Background: an optimization exercise with open tools, aiming at small area, a short achievable clock period and few clock cycles. Do not read the settings as production practice. The RTL was checked by simulation tests, not by an equivalence proof against the original design. No activity file was given, so power comes from the tool's default toggle rates.

## v6
==> flow/design.v (excerpt) <==
module cmpsc_expand (
    input  wire        clk,
    input  wire        rst,
    input  wire        start,
    input  wire [3:0]  cdss,
    input  wire [18:0] origin_pg,      
    input  wire [2:0]  cbn_in,
    input  wire [30:0] src_addr_in,
    input  wire [31:0] src_len_in,
    input  wire [30:0] dst_addr_in,
    input  wire [31:0] dst_len_in,
    input  wire [31:0] budget,
    output reg         busy,
    output reg         done,
    output reg  [2:0]  status,
    output reg  [2:0]  cbn_out,
    output reg  [30:0] src_addr_out,
    output reg  [31:0] src_len_out,
    output reg  [30:0] dst_addr_out,
    output reg  [31:0] dst_len_out,
    output reg         mem_req,
    output reg         mem_we,
    output reg  [27:0] mem_addr,
    output wire [63:0] mem_wdata,
    output wire [7:0]  mem_wstrb,
    input  wire        mem_gnt,
    input  wire        mem_rvalid,
    input  wire [63:0] mem_rdata
);
    localparam [2:0] ST_CC0 = 3'd0, ST_CC1 = 3'd1, ST_CC3 = 3'd3,
                     ST_DATA = 3'd4, ST_PARAM = 3'd5;
    localparam [2:0] S_IDLE  = 3'd0,
                     S_BOUND = 3'd1,    
                     S_SRC   = 3'd2,    
                     S_P1    = 3'd3,    
                     S_P1C   = 3'd4,    
                     S_P2    = 3'd5,    
                     S_P2C   = 3'd6,    
                     S_DRAIN = 3'd7;    
    reg [2:0]  state;
    reg [2:0]  c;             
    reg [18:0] origin;
    reg [14:0] ohi1;          
    reg [32:0] rem;           
    reg        committed;
    reg [63:0] sbuf;          
    reg [15:0] stail;         
    reg        sv;            
    reg        ahead;         
    reg [6:0]  hops;          
    reg [8:0]  sym_len;       
  ...
For scale: ~3,700 cells after synthesis, roughly 600 flip-flops, about 490 I/O pins, ~36,000 µm² of cells after synthesis.
clock: 10.0 ns
lec_check: 0
abc_clock_period_in_ps: 4000
cap_margin: 20
core_margin: 2
core_utilization: 55
place_density: 0.7
setup_slack_margin: 5
slew_margin: 20
standard.sh (not shown) runs the stock make flow with config.mk's settings and CLKGATE_MAP_FILE= SYNTH_SCRIPT=/design/flow/synth_recipe.tcl, a recipe that flattens the netlist after the stock synthesis.
==> flow/flow/run.sh <==
#!/bin/bash
# The standard ORFS flow (standard synthesis included), with these changes:
# - the resizer may swap cells of a different footprint (so the port
#   buffers can be resized),
# - every input and output port still gets a buffer, a plain buf_1,
# - the clock tree is built from smaller buffers (clkbuf_4, clkbuf_8 at the
#   root), without dummy loads.
# make's output goes to layout.log; ORFS keeps each step's log under orfs/logs.
set -o pipefail
bash standard.sh \
    MATCH_CELL_FOOTPRINT=0 \
    SETUP_SLACK_MARGIN=6.5 \
    "BUFFER_PORTS_ARGS=-buffer_cell sky130_fd_sc_hd__buf_1" \
    "CTS_ARGS=-sink_clustering_enable -repair_clock_nets -buf_list sky130_fd_sc_hd__clkbuf_4 -root_buf sky130_fd_sc_hd__clkbuf_8 -dont_use_dummy_load" \
    finish > layout.log 2>&1
Both conditions hold for v6: the flow ran to the end and the final layout passed the timing, DRC and antenna checks.
Testbench counts of v6, summed over its fixed seeds: cycles 31,960.
For v7, these inputs were changed with respect to v6:
--- a/flow/design.v
+++ b/flow/design.v
@@ -64,23 +64,24 @@
     reg [63:0] wdat;
     reg [7:0]  wstrb;
     reg [7:0]  ws2;           
     reg        wv;            
     reg        wnz;           
     reg        w2v;           
     assign mem_wdata = wdat;
     assign mem_wstrb = wstrb;
     wire w_pres   = wv & wnz & ~rv;
     wire w_step   = wv & (~wnz | (~rv & mem_gnt));    
     wire free_nx  = ~wv | (~w2v & (~wnz | (~rv & mem_gnt)));
-    wire [12:0] wmask    = 13'h1fff >> (3'd5 - c);
+    reg  [3:0]  wm;           
+    wire [12:0] wmask    = {wm, 9'h1ff};
     wire [4:0]  cbn_w    = {2'b00, cbn_out} + {2'b01, c};
     wire [1:0]  need     = (cbn_w[2:0] != 3'd0) ? (cbn_w[4:3] + 2'd1) : cbn_w[4:3];
     wire [1:0]  adv      = cbn_w[4:3];
     wire [2:0]  lane     = src_addr_out[2:0];
     wire [3:0]  span     = {1'b0, lane} + {2'b00, need};
     wire [79:0] sb_shl   = {sbuf, 16'b0} << {lane, 3'b000};
     wire [23:0] win      = ahead ? (lane[0] ? {stail[7:0], sbuf[63:48]} : {stail, sbuf[63:56]})
                                  : sb_shl[79:56];
     wire [23:0] win_sh   = win >> rsh;
     wire [12:0] idx_val  = win_sh[12:0] & wmask;
     reg  [4:0]  rsh;          
@@ -104,22 +105,23 @@
         x_cbn    <= cbn_w[2:0];
         x_rsh    <= 5'd16 - {2'b0, cbn_w[2:0]} - {2'b0, c};
         x_cross  <= span > 4'd8;
         x_nextdw <= ({1'b0, lane} + {2'b0, adv}) >= 4'd8;
         x_short  <= (src_len_out[31:2] == 30'd0) && (src_len_out[1:0] < need);
         x_bud    <= committed && (rem[32] || (rem == 33'd0));
         x_dz     <= (dst_len_out == 32'd0);
         x_dhz    <= (dst_len_out[31:9] == 23'd0);
     end
     wire [27:0] src_dw   = src_addr_out[30:3];
     wire        go_next  = xv && !x_short && !x_bud && sv && !(x_cross && !ahead) && !x_lit;
+    wire        src_next = xv && !x_short && !x_bud && (!sv || (x_cross && !ahead));
     function [27:0] ent_dw;
         input [12:0] p;
         reg   [4:0]  s;
         begin
             s      = {1'b0, origin[3:0]} + {1'b0, p[12:9]};
             ent_dw = {s[4] ? ohi1 : origin[14+4:4], s[3:0], p[8:0]};
         end
     endfunction
     wire [27:0] tgt_dw   = ent_dw(x_idx);               
     wire [27:0] pp_dw    = ent_dw(mem_rdata[60:48]);    
     wire [2:0]  e_psl    = ent[63:61];
@@ -264,22 +266,24 @@
                     w2v_n   = 1'b0;
                 end else begin
                     wv_n = 1'b0;
                 end
             end
             case (state)
             S_IDLE: begin
                 xv <= 1'b0;
                 dv <= 1'b0;
                 if (start) begin
                     c            <= cdss[2:0];
+                    wm           <= {cdss[2:0] >= 3'd5, cdss[2:0] >= 3'd4,
+                                     cdss[2:0] >= 3'd3, cdss[2:0] >= 3'd2};
                     origin       <= origin_pg;
                     rem          <= {1'b0, budget};
                     committed    <= 1'b0;
                     sv           <= 1'b0;
                     ahead        <= 1'b0;
                     cbn_out      <= cbn_in;
                     rsh          <= 5'd16 - {2'b0, cbn_in} - {2'b0, cdss[2:0]};
                     src_addr_out <= src_addr_in;
                     src_len_out  <= src_len_in;
                     dst_addr_out <= dst_addr_in;
                     dst_len_out  <= dst_len_in;
@@ -389,23 +393,35 @@
                         rv_n  = 1'b1;
                         nxt <= 1'b1;
                     end
                     state_n = S_P2C;
                 end
             end
             S_P2C: begin
                 if (!wv) begin
                     wload(dq + {22'b0, p_d}, e_dat, p_s1, p_s2);
                     if (hops == 7'd0) begin
                         commit_dst(sym_len);
-                        state_n = nxt ? S_P1 : S_BOUND;
+                        if (nxt) begin
+                            state_n = S_P1;
+                        end else if (go_next) begin
+                            raddr_n = tgt_dw;
+                            rv_n    = 1'b1;
+                            state_n = S_P1;
+                        end else if (src_next) begin
+                            raddr_n = sv ? src_dw + 28'd1 : src_dw;
+                            rv_n    = 1'b1;
+                            state_n = S_SRC;
+                        end else begin
+                            state_n = S_BOUND;
+                        end
                     end else begin
                         if (!nxt) rv_n = 1'b1;
                         state_n = S_P2;
                     end
                 end else if (!nxt && hops != 7'd0 && free_nx) begin
                     rv_n  = 1'b1;
                     nxt <= 1'b1;
                 end
             end
             S_DRAIN: begin
                 if (!rv && !rw && free_nx) begin
Results
- Going from v6 to v7, number of synthesized flops with an enable pin grew slightly.
- met3 routing resource usage after global routing was higher in the run labelled v7.
- Looking at critical path data arrival time, v7 sits above v6.
- Worst-case hold slack was lower in the run labelled v6.
- Per the comparison of v7 with v6, net switching power went up; clock network fraction of total power went down; count of sequential standard cells went up; area of the die went up; number of global-route vias before repair went up.
- Looking at destination of the critical timing path, the mem_addr[25] result is from v7; the mem_addr[17] one comes from v6.
- When v7 is set beside v6, its total inserted antenna cells turns out to be 3 smaller.
Testbench counts of v7, summed over its fixed seeds: cycles 31,270.

port drivers added, routing unchanged:
In the flow no input, the clock included, has a driving cell. The finished layouts below were timed again as built, in two steps.
Step 1: set_driving_cell puts a clkbuf_16 on clk and a buf_2 on each other input, an assumption about the parent block.
Step 2 times the ports against the registers' clock, not the clock port: input delays grow and output delays shrink by t, the midpoint of the rising clock arrivals with the driver on.
Slacks: ideal / step 1 / step 2; pairs: ideal / step 1.
| run | t (ns) | slack for setup (ns) | worst setup path after step 2 | slew at the worst register clock pin (ns) |
|---|---|---|---|---|
| v6 | 0.832 | 6.469 / 6.401 / 5.666 | input to register | 0.07 / 0.07 |
| v7 | 0.868 | 6.279 / 6.296 / 5.428 | input to register | 0.08 / 0.08 |
After both steps setup and hold are still met in every run listed. For v7, which loses most, drivers alone change the setup slack by +0.017 ns; drivers and shift together by -0.851 ns.
